From an optimization exercise on the open Yosys and OpenROAD flow, aimed at small area, a short achievable clock period and few clock cycles per item; shortcuts taken in it are not production practice.
Function was checked by simulation only, so behaviour that the tests miss may differ from the original.

==> flow/design.v <==
module modexp_unit #(
    parameter integer W = 128
) (
    input  wire         clk,
    input  wire         rst,      
    input  wire         start,
    input  wire [W-1:0] a,
    input  wire [W-1:0] e,
    input  wire [W-1:0] n,
    output wire         ready,
    output reg          done,
    output reg          fault,
    output wire [W-1:0] r
);
    localparam integer CW = $clog2(W);        
    localparam integer EW = $clog2(W + 1);    
    localparam [2:0] S_IDLE   = 3'd0,
                     S_REDUCE = 3'd1,
                     S_SCAN   = 3'd2,
                     S_SQR    = 3'd3,
                     S_MUL    = 3'd4;
    reg [2:0]    state;
    reg [W-1:0]  n_q;      
    reg [W-1:0]  b_q;      
    reg [W-1:0]  e_q;      
    reg [W-1:0]  r_q;      
    reg [W-1:0]  x_q;      
    reg [W-1:0]  acc_q;    
    reg [CW-1:0] cnt_q;    
    reg [EW-1:0] ecnt_q;   
    assign ready = (state == S_IDLE);
    assign r     = r_q;
    reg [W-1:0] y;
    always @(*) begin
        case (state)
            S_REDUCE: y = {{(W-1){1'b0}}, 1'b1};
            S_SQR:    y = r_q;
            default:  y = b_q;
        endcase
    end
    wire [W+1:0] s   = {1'b0, acc_q, 1'b0} + {2'b00, (x_q[W-1] ? y : {W{1'b0}})};
    wire [W+1:0] n1  = {2'b00, n_q};
    wire [W+1:0] n2  = {1'b0, n_q, 1'b0};
    wire         ge1 = (s >= n1);
    wire         ge2 = (s >= n2);
    wire [W+1:0] d1  = s - n1;
    wire [W+1:0] d2  = s - n2;
    wire [W-1:0] acc_next = ge2 ? d2[W-1:0] : (ge1 ? d1[W-1:0] : s[W-1:0]);
    wire mul_last = (cnt_q == {CW{1'b0}});
    always @(posedge clk) begin
        if (rst) begin
            state <= S_IDLE;
            done  <= 1'b0;
            fault <= 1'b0;
        end else begin
            done <= 1'b0;
            case (state)
                S_IDLE: begin
                    if (start) begin
                        n_q <= n;
                        e_q <= e;
                        if (!n[0] || n < 3) begin
                            r_q   <= {W{1'b0}};
                            fault <= 1'b1;
                            done  <= 1'b1;
                        end else begin
                            fault <= 1'b0;
                            x_q   <= a;
                            acc_q <= {W{1'b0}};
                            cnt_q <= W - 1;
                            state <= S_REDUCE;
                        end
                    end
                end
                S_REDUCE: begin
                    acc_q <= acc_next;
                    x_q   <= x_q << 1;
                    cnt_q <= cnt_q - 1'b1;
                    if (mul_last) begin
                        b_q    <= acc_next;
                        r_q    <= {{(W-1){1'b0}}, 1'b1};
                        ecnt_q <= W;
                        state  <= S_SCAN;
                    end
                end
                S_SCAN: begin
                    if (ecnt_q == {EW{1'b0}}) begin
                        done  <= 1'b1;    
                        state <= S_IDLE;
                    end else if (!e_q[W-1]) begin
                        e_q    <= e_q << 1;
                        ecnt_q <= ecnt_q - 1'b1;
                    end else begin
                        x_q   <= r_q;
                        acc_q <= {W{1'b0}};
                        cnt_q <= W - 1;
                        state <= S_SQR;
                    end
                end
                S_SQR, S_MUL: begin
                    acc_q <= acc_next;
                    x_q   <= x_q << 1;
                    cnt_q <= cnt_q - 1'b1;
                    if (mul_last) begin
                        r_q   <= acc_next;
                        acc_q <= {W{1'b0}};
                        cnt_q <= W - 1;
                        if (state == S_SQR && e_q[W-1]) begin
                            x_q   <= acc_next;
                            state <= S_MUL;
                        end else begin
                            e_q    <= e_q << 1;
                            ecnt_q <= ecnt_q - 1'b1;
                            x_q    <= acc_next;
                            if (ecnt_q == 1) begin
                                done  <= 1'b1;
                                state <= S_IDLE;
                            end else begin
                                state <= S_SQR;
                            end
                        end
                    end
                end
                default: state <= S_IDLE;
            endcase
        end
    end
endmodule
==> flow/config.mk <==
export PLATFORM = sky130hd
export DESIGN_NAME = modexp_unit
export DESIGN_NICKNAME = modexp_unit
export VERILOG_FILES = /design/flow/design.v
export SDC_FILE = /design/flow/constraint.sdc
export NUM_CORES = 4
export LEC_CHECK = 0
export CAP_MARGIN = 20
export CORE_MARGIN = 2
export CORE_UTILIZATION = 40
export SLEW_MARGIN = 20
==> flow/constraint.sdc <==
create_clock -name core_clock -period 12.0 [get_ports {clk}]
set_input_delay 2.4000 -clock core_clock [delete_from_list [all_inputs] [get_ports {clk}]]
set_output_delay 2.4000 -clock core_clock [all_outputs]
set_load 0.01 [all_outputs]
==> flow/run.sh <==
#!/bin/bash
# synth_recipe.tcl (not shown) runs the flow's synth.tcl, then flattens the netlist and writes it again
# the make line also repeats each setting of config.mk as NAME=value (left out here)
make -C /OpenROAD-flow-scripts/flow DESIGN_CONFIG=/design/flow/config.mk WORK_HOME=/design/flow/orfs CLKGATE_MAP_FILE= SYNTH_SCRIPT=/design/flow/synth_recipe.tcl finish
==> notes.md <==
sequential cells by signal, summed over array words and instances, names as in the netlist:
signal  count
b_q       128
state       3
cnt_q       7
done        1
fault       1
acc_q     128
r_q       128
n_q       128
x_q       128
ecnt_q      8
e_q       128
area by class of cell:
cell class / count / area, µm² / area share, %
Clock inverter: 54 / 503.0 / 0.6969
Multi-Input combinational cell: 5315 / 34430 / 47.71
Antenna cell: 5 / 12.51 / 0.01734
Clock buffer: 104 / 2305 / 3.193
Sequential cell: 788 / 23620 / 32.72
Tap cell: 2030 / 2540 / 3.519
Inverter: 392 / 1471 / 2.039
Timing Repair Buffer: 773 / 7295 / 10.11
placed cells by master (no fill, tap or decap), types with 24 or more instances in the layout:
cell / count
sky130_fd_sc_hd__nor4_1: 66
sky130_fd_sc_hd__nor2_1: 715
sky130_fd_sc_hd__a21oi_2: 24
sky130_fd_sc_hd__xor2_1: 145
sky130_fd_sc_hd__buf_4: 238
sky130_fd_sc_hd__o21ai_0: 345
sky130_fd_sc_hd__a21o_1: 220
sky130_fd_sc_hd__nand4_1: 191
sky130_fd_sc_hd__o21ai_1: 62
sky130_fd_sc_hd__and2_1: 29
sky130_fd_sc_hd__a22o_1: 131
sky130_fd_sc_hd__clkdlybuf4s50_1: 517
sky130_fd_sc_hd__a31oi_1: 48
sky130_fd_sc_hd__nand2b_1: 46
sky130_fd_sc_hd__nand3_1: 197
sky130_fd_sc_hd__o21bai_1: 122
sky130_fd_sc_hd__o211ai_1: 34
sky130_fd_sc_hd__o21a_1: 110
sky130_fd_sc_hd__a221oi_1: 136
sky130_fd_sc_hd__a211oi_1: 26
sky130_fd_sc_hd__nand2_1: 670
sky130_fd_sc_hd__edfxtp_1: 783
sky130_fd_sc_hd__nor3_1: 68
sky130_fd_sc_hd__a21boi_0: 166
sky130_fd_sc_hd__mux2i_1: 50
sky130_fd_sc_hd__nor2b_1: 36
sky130_fd_sc_hd__or3_1: 27
sky130_fd_sc_hd__clkbuf_16: 90
sky130_fd_sc_hd__ha_1: 386
sky130_fd_sc_hd__inv_1: 381
sky130_fd_sc_hd__xnor2_1: 230
sky130_fd_sc_hd__a21oi_1: 676
worst max-delay path: cells and delay by family (launching register included):
kind	cells	cell delay, ns
compound gates	15	4.16
xor+xnor	1	0.46
fa+ha+maj	2	0.74
buf+inv	5	1.38
flops	1	0.55
mux	2	0.80
simple gates	8	2.49
kinds of logic after synthesis:
family | share of synthesized area [%]
compound gates | 25.07
mux | 1.624
simple gates | 15.94
buf+inv | 5.246
xor+xnor | 5.412
fa+ha+maj | 8.014
flops | 38.70
through the flow:
step / hold WS [ns] / instance area, µm²
6_report: 0.4868 / 72170
5_1_grt: 0.4926 / 72160
4_1_cts: 0.4833 / 72150
3_5_place_dp: 0.4665 / 69340
3_3_place_gp: 0.4525 / 69300
2_1_floorplan: 0.4805 / 61040
per-layer routing:
layer / up-vias / global-route usage (%) / wire length (µm) / part of all wire [%]
met5: - / 0 / 23 / 0.0086
met4: 4 / 8.745 / 7612 / 2.8
met3: 301 / 6.672 / 22380 / 8.4
met2: 2402 / 52.26 / 119400 / 45
met1: 28500 / 46.47 / 118400 / 44
li1: 26410 / - / - / -
worst paths after layout:
kind	start	end	slack [ns]	cells past startpoint
setup reg to reg	state[2]$_SDFFE_PP0P_	r_q[80]$_DFFE_PP_	0.94	33
hold / removal	fault$_SDFFE_PP0P_	fault$_SDFFE_PP0P_	0.49	2
setup / recovery	state[2]$_SDFFE_PP0P_	r_q[80]$_DFFE_PP_	0.94	33
hold reg to reg	fault$_SDFFE_PP0P_	fault$_SDFFE_PP0P_	0.49	2
==> notes.md <==
| Item | This run | Unit |
| --- | --- | --- |
| Number of design rule violations left after detail routing | 0 | - |
| Type of element capturing the critical path | register | - |
| Most frequent cells after synthesis | sky130_fd_sc_hd__edfxtp_1 (783), sky130_fd_sc_hd__nor2_1 (719), sky130_fd_sc_hd__a21oi_1 (678), sky130_fd_sc_hd__nand2_1 (673), sky130_fd_sc_hd__ha_1 (386) | - |
| Worst endpoint data arrival time | 11.49 | ns |
| Initial core utilization | 40.21 | % |
| Number of synthesized flops with an enable pin | 783 | - |
| Fraction of final layout cells with drive strength greater than 1 | 7.285 | % |
| Global-route congestion overflow total | 0 | - |
| Mean post-synth cell area | 8.821 | µm² |
| Total CTS buffers | 90 | - |
| Top cell by count, worst path | sky130_fd_sc_hd__a21oi_1 | - |
| Type of origin of the critical path | register | - |
| TritonCTS sink count | 788 | - |
| Count of warnings emitted by yosys | 1 | - |
| Post-cts sizing count | 0 | - |
| Synth unique cells | 103 | - |
| Chip Height | 394.6 | µm |
| Clock insertion delay at the later pin of the skew report | 0.76 | ns |
| I/O pins | 518 | - |
| Pin count of the biggest net entering global routing | 129 | - |
| Post-synthesis instance area | 61010 | µm² |
| Critical path start-end classification | register to register | - |
| Initial antenna violation count | 10 | - |
| Count of mapped cells out of synthesis | 6917 | - |
| Delay of the slowest critical-path stage | 0.72 | ns |
| Placer's final routability congestion estimate | 1.040 | - |
| Final wirelength | 267.8 | mm |
| Number of global-route vias before repair | 55610 | - |
| Worst slew margin relative to its limit | 8.736 | % |
| Detailed placer's ending HPWL | 214.2 | mm |
| Maximum buffer depth of the clock tree | 3 | - |
| RSZ-0062 raised after global routing | no | - |
| Number of register bits inferred by synthesis | 788 | - |
| CTS Root Cell | sky130_fd_sc_hd__clkbuf_16 | - |
| Post-synthesis net count | 7693 | - |
| DRT antenna net count | 0 | - |
| Die area | 155700 | µm² |
| Cell accounting for the most synthesized area | sky130_fd_sc_hd__edfxtp_1 | - |
| Final-report hold violation count | 0 | - |
| Transition time at the pin with the least slew margin | 1.355 | ns |
| Max-cap viol count | 0 | - |
| Area share of the leading cell type in the synthesized netlist | 38.54 | % |
| Time the worst path needs with I/O delays and setup | 11.06 | ns |
| TritonRoute pass-1 iters | 6 | - |
| Via-to-Cell Ratio | 6.089 | - |
| Post-layout net count | 8136 | - |
| Final Worst Setup Slack | 0.9428 | ns |
| Number of cell rows | 143 | - |
| Final number of max-transition violations | 0 | - |
| CTS hold repair buffers | 0 | - |
| Layout overhead on the synthesized area | 18.29 | % |
| Class of the worst hold path | register to register | - |
| Outcome | timing/DRC/antenna clean | - |
| Critical path required time | 12.43 | ns |
| Post-Route Utilization | 47.57 | % |
| Detailed-route wire length per cell | 28.31 | µm |
| Fill cell instance count of the final layout | 14980 | - |
| Critical-path cell with the highest stage delay | sky130_fd_sc_hd__nor3b_1 | - |
| Clock transition at the register clock pins on the worst setup and hold paths after CTS | 0.06 | ns |
| Die X-Extent | 394.6 | µm |
| Leading cell type by number of instances after synthesis | sky130_fd_sc_hd__edfxtp_1 | - |
| Top cells by area, synth | sky130_fd_sc_hd__edfxtp_1 (39%), sky130_fd_sc_hd__ha_1 (7.9%), sky130_fd_sc_hd__a21oi_1 (5.6%), sky130_fd_sc_hd__nor2_1 (4.4%), sky130_fd_sc_hd__nand2_1 (4.1%) | - |
| Final period util | 92.14 | % |
| Share of synthesized flip-flops with an asynchronous set or reset | 0 | % |
| Post-route non-filler standard cell count | 9461 | - |
| Final total negative setup slack | 0 | ns |
| Wire length of the first global-routing pass | 386.5 | mm |
| Primary FF master, synth | sky130_fd_sc_hd__edfxtp_1 | - |
| Part of the Yosys area used for sequential elements | 38.70 | % |
| Max Fclk | 90.44 | MHz |
| Post-CTS Repair Setup Buffers | 0 | - |
| CTS HTree Levels | 3 | - |
| Number of violations reported at the end of detailed-routing iteration 0 | 5947 | - |
| Worst slack at placement | 1.097 | ns |
| Input/output buffers | 517 | - |
| Global router's overall resource usage | 33.24 | % |
| Number of vias in the routed layout | 57610 | - |
| Clock tree from TritonCTS | built | - |
| Total core area | 151700 | µm² |
| Setup Viol. Count Final | 0 | - |
| Total instance count after detailed placement | 9297 | - |
| Worst Path Max Fanout | 35 | - |
| Clock tree skew after final layout | 0.05691 | ns |
Testbench counts, summed over its fixed seeds: cycles 1,177,863, items 48.

what the ideal ports hide:
No port has a modelled driver above. Below, the same layout with a new extraction and two added sets of constraints.
Step 1 sets driving cells, clkbuf_16 on the clock port and buf_2 on the other inputs (assumed; they add their load-dependent delay and slew).
Step 2 times the ports against the registers' clock, not the clock port: input delays grow and output delays shrink by t, the midpoint of the rising clock arrivals with the driver on.
Slacks: ideal / step 1 / step 2; pairs: ideal / step 1.
t (ns): 0.816
slack for setup (ns): 0.943 / 0.943 / 0.943
worst hold slack (ns): 0.487 / 0.487 / 0.487
pins driven straight from the clock port: 1
After both steps this run still meets setup and hold. The setup slack of this run moves by 0.000 ns with the drivers and by 0.000 ns with both steps.
